Context: an optimization exercise on an open-source flow, tuned for small area, a short achievable clock period and few clock cycles. The choices shown serve that exercise and are no tape-out recipe. Function not checked in this run: the RTL went through the layout flow alone. No activity file was given, so power comes from the tool's default toggle rates.

[flow/config.mk]
export PLATFORM = sky130hd
export DESIGN_NAME = tgm_traj
export DESIGN_NICKNAME = tgm_traj
export VERILOG_FILES = /design/flow/design.v
export SDC_FILE = /design/flow/constraint.sdc
export NUM_CORES = 4
export LEC_CHECK = 0
export ABC_CLOCK_PERIOD_IN_PS = 2500
export CAP_MARGIN = 20
export CORE_MARGIN = 2
export CORE_UTILIZATION = 40
export SETUP_SLACK_MARGIN = 5
export SLEW_MARGIN = 20
export TNS_END_PERCENT = 100
[flow/constraint.sdc]
create_clock -name core_clock -period 8.0 [get_ports {clk}]
set_input_delay 1.6000 -clock core_clock [delete_from_list [all_inputs] [get_ports {clk}]]
set_output_delay 1.6000 -clock core_clock [all_outputs]
set_load 0.01 [all_outputs]
[flow/design.v]
module tgm_add #(
    parameter W = 32
) (
    input  wire [W-1:0] a,
    input  wire [W-1:0] b,
    input  wire         ci,
    output wire [W-1:0] s,
    output wire         co
);
    localparam L = $clog2(W + 1);
    reg [W:0] g, p;
    integer l, k, m;
    always @(*) begin
        g = {a & b, ci};
        p = {a ^ b, 1'b0};
        for (l = 0; l < L; l = l + 1)
            for (k = W; k >= 0; k = k - 1)
                if (((k >> l) & 1) == 1) begin
                    m = ((k >> l) << l) - 1;
                    g[k] = g[k] | (p[k] & g[m]);
                    p[k] = p[k] & p[m];
                end
    end
    assign s  = a ^ b ^ g[W-1:0];
    assign co = g[W];
endmodule
module tgm_ge #(
    parameter W = 32
) (
    input  wire [W-1:0] a,
    input  wire [W-1:0] b,
    output wire         ge
);
    wire [W-1:0] s;
    tgm_add #(.W(W)) u_add (.a(a), .b(~b), .ci(1'b1), .s(s), .co(ge));
endmodule
module tgm_div (
    input  wire [15:0] rem,      
    input  wire [1:0]  bits,     
    input  wire [15:0] d,        
    input  wire [17:0] d3,       
    output wire [15:0] rem_n,
    output wire [1:0]  q
);
    wire [17:0] r4 = {rem, bits};
    wire [17:0] c1, c2, c3;
    wire        g1, g2, g3;
    tgm_add #(.W(18)) u_c1 (.a(r4), .b(~{2'b0, d}),       .ci(1'b1), .s(c1), .co(g1));
    tgm_add #(.W(18)) u_c2 (.a(r4), .b(~{1'b0, d, 1'b0}), .ci(1'b1), .s(c2), .co(g2));
    tgm_add #(.W(18)) u_c3 (.a(r4), .b(~d3),              .ci(1'b1), .s(c3), .co(g3));
    assign q     = g3 ? 2'd3 : g2 ? 2'd2 : g1 ? 2'd1 : 2'd0;
    assign rem_n = g3 ? c3[15:0] : g2 ? c2[15:0] : g1 ? c1[15:0] : r4[15:0];
endmodule
module tgm_traj (
    input  wire        clk,
    input  wire        rst,
    input  wire [31:0] period_us,
    input  wire        cmd_valid,
    output wire        cmd_ready,
    input  wire [2:0]  cmd_op,
    input  wire [15:0] cmd_start,
    input  wire [15:0] cmd_end,
    input  wire [31:0] cmd_duration,
    input  wire        cmd_shape,
    output reg         rsp_valid,
    output wire [15:0] rsp_duty,
    output wire        rsp_active,
    output reg         rsp_ok
);
    localparam MEMSZ = 13;
    localparam OP_TICK      = 3'd0;
    localparam OP_ENQ       = 3'd1;
    localparam OP_SET_DUTY  = 3'd2;
    localparam OP_START     = 3'd3;
    localparam OP_STOP      = 3'd4;
    localparam OP_STOP_OUT  = 3'd5;
    reg         rdy;
    reg         busy;
    assign cmd_ready = rdy;
    reg [15:0] duty_out;
    reg        auto_active;
    assign rsp_duty   = duty_out;
    assign rsp_active = auto_active;
    wire acc     = cmd_valid & rdy;
    wire c_tick  = acc & (cmd_op == OP_TICK);
    wire c_enq   = acc & (cmd_op == OP_ENQ);
    reg [31:0] per;
    always @(posedge clk) per <= period_us;
    reg        auto_en;
    reg        start_pend;
    reg        duty_pend;
    reg [15:0] duty_cmd;
    reg [3:0]  cnt;       
    reg        ld_pend;   
    reg [15:0] m_start [0:MEMSZ-1];
    reg [15:0] m_end   [0:MEMSZ-1];
    reg [31:0] m_dur   [0:MEMSZ-1];
    reg        m_shape [0:MEMSZ-1];
    reg [3:0]  wptr;
    reg [3:0]  rptr;
    reg [3:0]  mcnt;
    wire mfull = (mcnt == MEMSZ);
    wire mwe   = rdy & !mfull;           
    wire enq_ok = c_enq & (cnt != 4'd15);
    always @(posedge clk) begin
        if (mwe) begin
            m_start[wptr] <= cmd_start;
            m_end[wptr]   <= cmd_end;
            m_dur[wptr]   <= cmd_duration;
            m_shape[wptr] <= cmd_shape;
        end
    end
    reg        tv, td, tset;
    reg [15:0] ts_a;           
    reg [15:0] ts_b;           
    reg        ts_lin, ts_sign, ts_z;
    reg [31:0] tq, tr;
    reg [5:0]  tcnt;
    reg        dv, dd;
    reg [15:0] d_vl;
    reg [31:0] d_T;
    reg        d_sign, d_z, d_one;
    reg [15:0] d_R, d_Q;
    reg [17:0] d_3T;
    reg [3:0]  dcnt;
    reg        rv;
    reg [15:0] r_vl, r_dq, r_dr;
    reg [31:0] r_T;
    reg        r_sign, r_z, r_one;
    wire d_leave = dv & dd & !rv;
    wire t_leave = tv & td & (!dv | d_leave);
    wire t_load  = (!tv | t_leave) & (mcnt != 4'd0);
    wire        ts_neg = ts_b < ts_a;
    wire [15:0] ts_A   = ts_neg ? ts_a - ts_b : ts_b - ts_a;
    wire [31:0] h_dur  = m_dur[rptr];
    wire        h_nz, h_n3, h_n6;
    tgm_ge #(.W(32)) u_hz (.a(h_dur),                 .b(per), .ge(h_nz));
    tgm_ge #(.W(32)) u_h3 (.a({3'd0, h_dur[31:3]}),  .b(per), .ge(h_n3));
    tgm_ge #(.W(32)) u_h6 (.a({6'd0, h_dur[31:6]}),  .b(per), .ge(h_n6));
    wire        h_zero = !h_nz;
    wire        h_f3   = !h_n3;
    wire        h_f6   = !h_n6;
    wire [32:0] t_rs   = {tr, tq[31]};
    wire [32:0] t_diff;
    wire        t_ge;
    tgm_add #(.W(33)) u_tsub (.a(t_rs), .b(~{1'b0, per}), .ci(1'b1), .s(t_diff), .co(t_ge));
    always @(posedge clk) begin
        if (rst) begin
            tv <= 1'b0;
        end else if (t_load) begin
            tv <= 1'b1;
            ts_a <= (h_zero || !m_shape[rptr]) ? m_end[rptr] : m_start[rptr];
            ts_b <= m_end[rptr];
            ts_lin <= m_shape[rptr];
            ts_z <= h_zero;
            tset <= !h_zero;
            td <= h_zero;
            if (h_zero) begin
                tq <= 32'd0;
            end else if (h_f3) begin
                tr <= {3'd0, h_dur[31:3]};
                tq <= {h_dur[2:0], 29'd0};
                tcnt <= 6'd3;
            end else if (h_f6) begin
                tr <= {6'd0, h_dur[31:6]};
                tq <= {h_dur[5:0], 26'd0};
                tcnt <= 6'd6;
            end else begin
                tr <= 32'd0;
                tq <= h_dur;
                tcnt <= 6'd32;
            end
        end else if (t_leave) begin
            tv <= 1'b0;
        end else if (tv && !td) begin
            if (tset) begin
                tset <= 1'b0;
                ts_sign <= ts_neg;
                ts_b <= ts_A;
            end
            tr <= t_ge ? t_diff[31:0] : t_rs[31:0];
            tq <= {tq[30:0], t_ge};
            tcnt <= tcnt - 6'd1;
            if (tcnt == 6'd1) td <= 1'b1;
        end
    end
    wire d_load = t_leave;
    wire d_small;                          
    tgm_ge #(.W(32)) u_big (.a({16'd0, ts_b}), .b(tq), .ge(d_small));
    wire d_big  = !d_small;                
    function [3:0] msb16(input [15:0] x);
        integer i;
        begin
            msb16 = 4'd0;
            for (i = 0; i < 16; i = i + 1)
                if (x[i]) msb16 = i[3:0];
        end
    endfunction
    wire [3:0] d_msbA = msb16(ts_b);
    wire [3:0] d_msbT = msb16(tq[15:0]);
    wire [3:0] d_k    = d_msbA - d_msbT;
    wire [3:0] d_nd   = {1'b0, d_k[3:1]} + 4'd1;       
    wire [4:0] d_sh   = {d_nd, 1'b0};                  
    wire [31:0] d_As  = {ts_b, 16'd0} >> d_sh;
    wire [15:0] d_Rn;
    wire [1:0]  d_qd;
    tgm_div u_div (
        .rem(d_R), .bits(d_Q[15:14]), .d(d_T[15:0]), .d3(d_3T),
        .rem_n(d_Rn), .q(d_qd)
    );
    always @(posedge clk) begin
        if (rst) begin
            dv <= 1'b0;
        end else if (d_load) begin
            dv <= 1'b1;
            d_vl <= ts_a;
            d_T <= tq;
            d_z <= ts_z;
            d_one <= (tq == 32'd1);
            if (!ts_lin || ts_z) begin
                dd <= 1'b1;
                d_sign <= 1'b0;
                d_Q <= 16'd0;
                d_R <= 16'd0;
            end else if (d_big) begin
                dd <= 1'b1;
                d_sign <= ts_sign;
                d_Q <= 16'd0;
                d_R <= ts_b;
            end else begin
                dd <= 1'b0;
                d_sign <= ts_sign;
                d_R <= d_As[31:16];
                d_Q <= d_As[15:0];
                d_3T <= {2'b0, tq[15:0]} + {1'b0, tq[15:0], 1'b0};
                dcnt <= d_nd;
            end
        end else if (d_leave) begin
            dv <= 1'b0;
        end else if (dv && !dd) begin
            d_R <= d_Rn;
            d_Q <= {d_Q[13:0], d_qd};
            dcnt <= dcnt - 4'd1;
            if (dcnt == 4'd1) dd <= 1'b1;
        end
    end
    wire r_take;
    always @(posedge clk) begin
        if (rst) begin
            rv <= 1'b0;
        end else if (d_leave) begin
            rv <= 1'b1;
            r_vl <= d_vl;
            r_T <= d_T;
            r_dq <= d_Q;
            r_dr <= d_R;
            r_sign <= d_sign;
            r_z <= d_z;
            r_one <= d_one;
        end else if (r_take) begin
            rv <= 1'b0;
        end
    end
    wire [15:0] r_X   = r_sign ? ~r_dq : r_dq;
    wire [32:0] r_e;
    wire [15:0] r_v1;
    wire        r_e_co, r_v1_co;
    tgm_add #(.W(33)) u_re  (.a({17'd0, r_dr}), .b(~{1'b0, r_T}), .ci(1'b1), .s(r_e), .co(r_e_co));
    tgm_add #(.W(16)) u_rv1 (.a(r_vl), .b(r_X), .ci(r_sign), .s(r_v1), .co(r_v1_co));
    wire [31:0] r_Tm1 = r_T - 32'd1;
    reg [15:0] a_v;       
    reg [31:0] a_n;       
    reg [31:0] a_r;       
    reg [32:0] a_e;       
    reg [15:0] a_dr;
    reg [15:0] a_X;       
    reg        a_sign;
    wire a_n0 = (a_n == 32'd0);
    wire a_n1 = (a_n == 32'd1);
    wire [32:0] adv_b;
    wire [31:0] adv_a;
    wire [15:0] adv_v0, adv_v1;
    wire        adv_b_co, adv_a_co, adv_v0_co, adv_v1_co;
    tgm_add #(.W(33)) u_advb (.a({1'b0, a_r}), .b(a_e), .ci(1'b0), .s(adv_b), .co(adv_b_co));
    tgm_add #(.W(32)) u_adva (.a(a_r), .b({16'd0, a_dr}), .ci(1'b0), .s(adv_a), .co(adv_a_co));
    tgm_add #(.W(16)) u_adv0 (.a(a_v), .b(a_X), .ci(1'b0), .s(adv_v0), .co(adv_v0_co));
    tgm_add #(.W(16)) u_adv1 (.a(a_v), .b(a_X), .ci(1'b1), .s(adv_v1), .co(adv_v1_co));
    wire        wrap  = !adv_b[32];
    wire [31:0] adv_r = wrap ? adv_b[31:0] : adv_a;
    wire [15:0] adv_v = (wrap ^ a_sign) ? adv_v1 : adv_v0;
    wire tick_eval = busy | c_tick;
    wire cnt0 = (cnt == 4'd0);
    wire cnt1 = (cnt == 4'd1);
    wire br_off   = !auto_en;
    wire br_start = auto_en & start_pend;
    wire br_adv   = auto_en & !start_pend & auto_active;
    wire br_man   = auto_en & !start_pend & !auto_active;
    wire want_pop = (br_start & !cnt0) | (br_adv & a_n0 & !cnt0);
    wire t_wait   = (want_pop & (!rv | ld_pend)) | (br_adv & ld_pend);
    wire pa       = tick_eval & want_pop & rv & !ld_pend;       
    wire na       = tick_eval & br_adv & !ld_pend & !a_n0;      
    wire zh       = br_adv & !ld_pend & a_n0 & cnt0;            
    wire partial  = pa & r_z & !cnt1;
    wire t_done   = tick_eval & !t_wait & !partial;
    wire chain     = na & a_n1;
    wire chain_ld  = chain & !cnt0 & rv;
    wire chain_def = chain & !cnt0 & !rv;
    wire pa_chain  = pa & !r_z & r_one & !cnt1;
    wire ldp_fill  = ld_pend & rv;
    assign r_take  = ldp_fill | pa | chain_ld;
    wire a_load  = ldp_fill | (pa & r_z) | chain_ld;
    wire a_first = pa & !r_z;
    wire a_adv   = na & !chain_ld;
    wire [15:0] man_d = duty_pend ? duty_cmd : duty_out;
    reg  [15:0] t_d;
    reg         t_act;
    always @(*) begin
        if (br_off) begin
            t_d = man_d; t_act = 1'b0;
        end else if (br_start && cnt0) begin
            t_d = man_d; t_act = 1'b0;
        end else if (want_pop) begin
            if (r_z) begin
                t_d = r_vl; t_act = 1'b0;        
            end else begin
                t_d = r_v1; t_act = !(r_one & cnt1);
            end
        end else if (br_adv) begin
            if (a_n0) begin
                t_d = a_v; t_act = 1'b0;         
            end else begin
                t_d = adv_v; t_act = !(a_n1 & cnt0);
            end
        end else begin
            t_d = man_d; t_act = 1'b0;
        end
    end
    wire t_man = br_off | (br_start & cnt0) | br_man;
    wire [3:0] cnt_dec = {3'd0, pa | chain_ld | chain_def} + {3'd0, pa_chain};
    wire [3:0] cnt_n   = cnt + {3'd0, enq_ok} - cnt_dec;
    wire [3:0] mcnt_n  = mcnt + {3'd0, enq_ok} - {3'd0, t_load};
    wire       busy_n  = tick_eval & !t_done;
    always @(posedge clk) begin
        if (rst) begin
            rdy         <= 1'b1;
            busy        <= 1'b0;
            cnt         <= 4'd0;
            mcnt        <= 4'd0;
            wptr        <= 4'd0;
            rptr        <= 4'd0;
            ld_pend     <= 1'b0;
            auto_en     <= 1'b0;
            start_pend  <= 1'b0;
            duty_pend   <= 1'b0;
            auto_active <= 1'b0;
            duty_cmd    <= 16'd0;
            duty_out    <= 16'd0;
            rsp_valid   <= 1'b0;
            rsp_ok      <= 1'b0;
        end else begin
            busy <= busy_n;
            rdy  <= !busy_n & !((mcnt_n == MEMSZ) & (cnt_n != 4'd15));
            cnt  <= cnt_n;
            mcnt <= mcnt_n;
            if (enq_ok) wptr <= (wptr == MEMSZ - 1) ? 4'd0 : wptr + 4'd1;
            if (t_load) rptr <= (rptr == MEMSZ - 1) ? 4'd0 : rptr + 4'd1;
            if (ldp_fill) ld_pend <= 1'b0;
            else if (pa_chain | chain_def) ld_pend <= 1'b1;
            if (acc) begin
                case (cmd_op)
                OP_SET_DUTY: begin
                    duty_cmd  <= cmd_start;
                    duty_pend <= 1'b1;
                end
                OP_START: begin
                    auto_en    <= 1'b1;
                    start_pend <= 1'b1;
                end
                OP_STOP: begin
                    auto_en <= 1'b0;
                end
                OP_STOP_OUT: begin
                    auto_en   <= 1'b0;
                    duty_cmd  <= 16'd0;
                    duty_pend <= 1'b1;
                end
                default: ;
                endcase
            end
            if (tick_eval & !t_wait) begin
                start_pend <= 1'b0;
                if (partial) begin
                    auto_active <= 1'b1;
                end else begin
                    auto_active <= t_act;
                    duty_out    <= t_d;
                    if (t_man) duty_pend <= 1'b0;
                end
            end
            rsp_valid <= (acc & !c_tick) | t_done;
            rsp_ok    <= t_done | !(c_enq & (cnt == 4'd15));
        end
    end
    always @(posedge clk) begin
        if (a_load) begin
            a_v    <= r_vl;
            a_n    <= r_T;
            a_r    <= 32'd0;
            a_e    <= r_e;
            a_dr   <= r_dr;
            a_X    <= r_X;
            a_sign <= r_sign;
        end else if (a_first) begin
            a_v    <= r_v1;
            a_n    <= r_Tm1;
            a_r    <= {16'd0, r_dr};
            a_e    <= r_e;
            a_dr   <= r_dr;
            a_X    <= r_X;
            a_sign <= r_sign;
        end else if (a_adv) begin
            a_v    <= adv_v;
            a_n    <= a_n - 32'd1;
            a_r    <= adv_r;
        end
    end
endmodule
[flow/run.sh]
#!/bin/bash
# synth_recipe.tcl (not shown) runs the flow's synth.tcl, then flattens the netlist and writes it again
# the make line also repeats each setting of config.mk as NAME=value (left out here)
make -C /OpenROAD-flow-scripts/flow DESIGN_CONFIG=/design/flow/config.mk WORK_HOME=/design/flow/orfs CLKGATE_MAP_FILE= SYNTH_SCRIPT=/design/flow/synth_recipe.tcl finish
==> impl_metrics.yaml <==
run_status:
  status: "timing/DRC/antenna clean"
pwr:
  seq_power_share_pct: 30.7
  p_per_area_nw_per_um2: 352
  p_clk_share_pct: 22.3
  leakagePower_nw: 31.3
  p_int_w: 0.0197
  irDropWorstVdd_mv: 0.317
  p_switching_w: 0.0110
  power.share.switching_pct: 35.9
  pwr-share-comb_pct: 47.1
worst_hold_path:
  min_path_type: "reg2reg"
placed_design:
  dpl_cell_area_um2: 72200
  dp_hpwl_mm: 115
  gp_congestion: 0.882
  dp_slack_ns: 2.22
  portBuffers: 122
global_route:
  grt_pass1_vias: 45171
  gr-usage-all-layers_pct: 22.3
  grt_start_max_net_pins: 66
  overflow: 0
  antenna_found_initial: 9
  grt_pass1_wl_mm: 291
finish:
  design_area_um2: 87200
  multi_input_area_um2: 29700
  drive_above_1_share_pct: 31.1
  fill_cells: 13639
  seq_area_um2: 40300
  nets: 6112
  synthToLayoutAreaGrowth_pct: 28.9
  final_util_pct: 52.0
clocking:
  clock-sinks: 1383
  cts_max_level: 4
  cts_inserted_buffers: 147
  insertion_delay_ns: 0.80
  clockBufferDepth: 3
  clkTransAtPathRegs_ns: 0.06
  root_buffer: "clkbuf_16"
  cts_tree: "done"
yosys:
  ys_ff_latch: 1383
  yosys_warnings: 5
  synthCells: 4867
  yosys.cell_types.count: 96
  synthMostInstantiatedCell: "edfxtp_1"
  synth_seq_area_share_pct: 59.5
  synth_common_cells: "1255 x edfxtp_1, 361 x ha_1, 305 x a21oi_1"
  synth_edf_count: 1255
  synth_area_per_cell_um2: 13.9
  synth_nets: 5372
  synthFlopType: "edfxtp_1"
  synthArstFlopShare_pct: 0
  synth_area_leaders: "edfxtp_1 56%, mux4_2 7.4%, ha_1 6.7%"
  yosysTopAreaCellShare_pct: 55.7
  yosysTopAreaCell: "edfxtp_1"
  synth.cell_area_um2: 67600
route:
  ant_nets: 0
  drt-pass1-iter-count: 6
  drc_errors: 0
  vias_per_cell: 5.80
  num_vias: 46043
  top_layer: "met5"
  drtIter0Drc: 4285
  met3_length_mm: 12.0
  drt_wl_total_mm: 203
  dr_wl_met2_mm: 98.3
  wl_per_cell_um: 25.5
  met1Wirelength_mm: 82.8
setup_path:
  worstPathRequired_ns: 8.52
  arrival_ns: 5.21
  worstPathMaxFanout: 4
  endpoint_kind: "flip-flop"
  worstSetupPathType: "reg2reg"
  startpoint_type: "flip-flop"
floorplan:
  die-area_um2: 172000
  die_w_um: 415
  core_area_um2: 168000
  ios: 123
  num_rows: 150
  fp.dieH_um: 415
  start_util_pct: 40.4
sta:
  period_share_pct: 58.6
  tightestPinTransition_ns: 1.11
  hold_viol_final: 0
  slew_headroom_pct: 26.2
  clock.fmax_mhz: 213
  finalWorstSetupSlack_ns: 3.31
  tns_ns: 0
  rsz0062_at_grt: "yes"
  fin_skew_ns: 0.0546
  fin_crit_ns: 4.69
  slew_viol_final: 0
  setup_viol: 0
flow_run:
  cap_violations: 0
==> state kept, by name (all words and copies together), names as in the netlist, 32 cells and up, named ones only <==
register	cells
a_r	32
m_dur	416
d_T	32
a_e	33
per	32
r_T	32
a_n	32
m_end	208
m_start	208
tq	32
tr	32
==> critical path, stage by stage (launching register included) <==
cell      delay, ns
edfxtp_1       0.44
ha_4           0.27
and4_4         0.19
a221oi_2       0.30
o21ai_2        0.12
o211ai_1       0.19
buf_4          0.17
a31oi_4        0.10
a41oi_2        0.19
o31ai_2        0.10
a21o_1         0.18
fa_2           0.43
xnor3_2        0.34
buf_12         0.17
a311oi_4       0.29
o211ai_1       0.19
a31oi_2        0.28
buf_4          0.18
nor2_4         0.04
xor2_1         0.17
a21oi_1        0.09
==> power groups by stage <==
stage | logic (W) | clock network [W] | registers, W
final | 0.0144 | 0.00683 | 0.00940
after floorplan | 0.00726 | 0 | 0.00929
after detailed placement | 0.00926 | 0 | 0.00979
after CTS | 0.0128 | 0.00694 | 0.00938
after global placement | 0.00916 | 0 | 0.00978
after global routing | 0.0153 | 0.00720 | 0.00943
==> metal layers <==
metal | global-route usage (%) | vias to the layer above
met5 | 0 | -
met4 | 9.47 | 10
met3 | 3.33 | 508
met2 | 37.1 | 1708
met1 | 29.2 | 23390
li1 | - | 20427
==> final cells by class <==
class                      count  share of cell area (%)
tap                         2204                    3.16
timing repair inverter         6                  0.0962
antenna                        2                 0.00574
inverter                     237                    1.07
clock inverter                84                    1.02
sequential                  1383                    46.2
timing repair buffer         768                    9.79
multi-input combinational   3064                    34.1
clock buffer                 184                    4.49
==> repair_timing <==
item / 4_1_cts / 5_1_grt
buffers inserted: 351 / 168
pin swaps: 226 / 206
resized for setup: 718 / 367
cloned: 57 / 25
setup endpoints to repair: 557 / 652
hold buffers: 0 / 0
==> logic make-up (layout without fill, tap and decap cells) <==
kind of cell	Yosys count	count (layout)	synth area share, %
AO/OA/AOI/OAI	1106	1113	10.8
XOR/XNOR	216	217	2.82
adder cells (fa/ha/maj)	402	402	7.89
buffers and inverters	440	1279	2.63
flip-flops	1383	1383	59.5
multiplexers	358	358	9.48
other	0	2	0
AND/OR/NAND/NOR	962	974	6.84
==> per-stage QoR <==
step,hold WS (ns),std cells,power (W)
2_1_floorplan,0.400,4867,0.0165
5_1_grt,0.427,7931,0.0320
3_3_place_gp,0.402,7061,0.0189
4_1_cts,0.410,7737,0.0291
3_5_place_dp,0.405,7061,0.0191
6_report,0.416,7932,0.0306
==> worst paths after layout <==
check	start	endpoint	slack [ns]	cells past startpoint
setup / recovery	a_e[8]	a_v[14]	3.31	20
hold / removal	d_T[19]	r_T[19]	0.42	0
setup reg to reg	a_e[8]	a_v[14]	3.31	20
hold reg to reg	d_T[19]	r_T[19]	0.42	0
==> cell usage in the layout, fill, tap and decap left out, types with 42 or more instances in the layout <==
cell type        netlist  routed
o21ai_0              188      74
o21ai_1                8      81
nor2b_1               80      65
mux2i_1              114      94
buf_12                 0      55
a211oi_1              69      43
a21oi_1              305     224
xor2_1               109     100
mux4_2               221     221
buf_6                  6     143
nor2_1               271     223
clkdlybuf4s50_1        0      97
a21o_1               112     110
ha_4                   0      51
inv_1                233     199
clkbuf_16              0     169
nor3_1                97      71
xnor2_1              106      95
a21oi_2                2      56
a22oi_1               67      42
dfxtp_1              128      98
nand2_1              236     199
nand3_1               62      51
buf_4                  6     368
a22o_1                45      43
ha_1                 361     300
edfxtp_1            1255    1255

[re-timing with driven ports]
No port has a modelled driver above. Below, the same layout with a new extraction and two added sets of constraints. Step 1 sets driving cells, clkbuf_16 on the clock port and buf_2 on the other inputs (assumed; they add their load-dependent delay and slew). Step 2 times the ports against the registers' clock, not the clock port: input delays grow and output delays shrink by t, the midpoint of the rising clock arrivals with the driver on. a / b / c = no drivers / after step 1 / after step 2; a / b = the first two.
t (ns): 0.857
setup slack, ns: 3.312 / 3.312 / 3.312
slew at the worst register clock pin (ns): 0.07 / 0.07
cell pins on the clock port's net: 1
After both steps this run still meets setup and hold. The setup slack of this run moves by 0.000 ns with the drivers and by 0.000 ns with both steps.
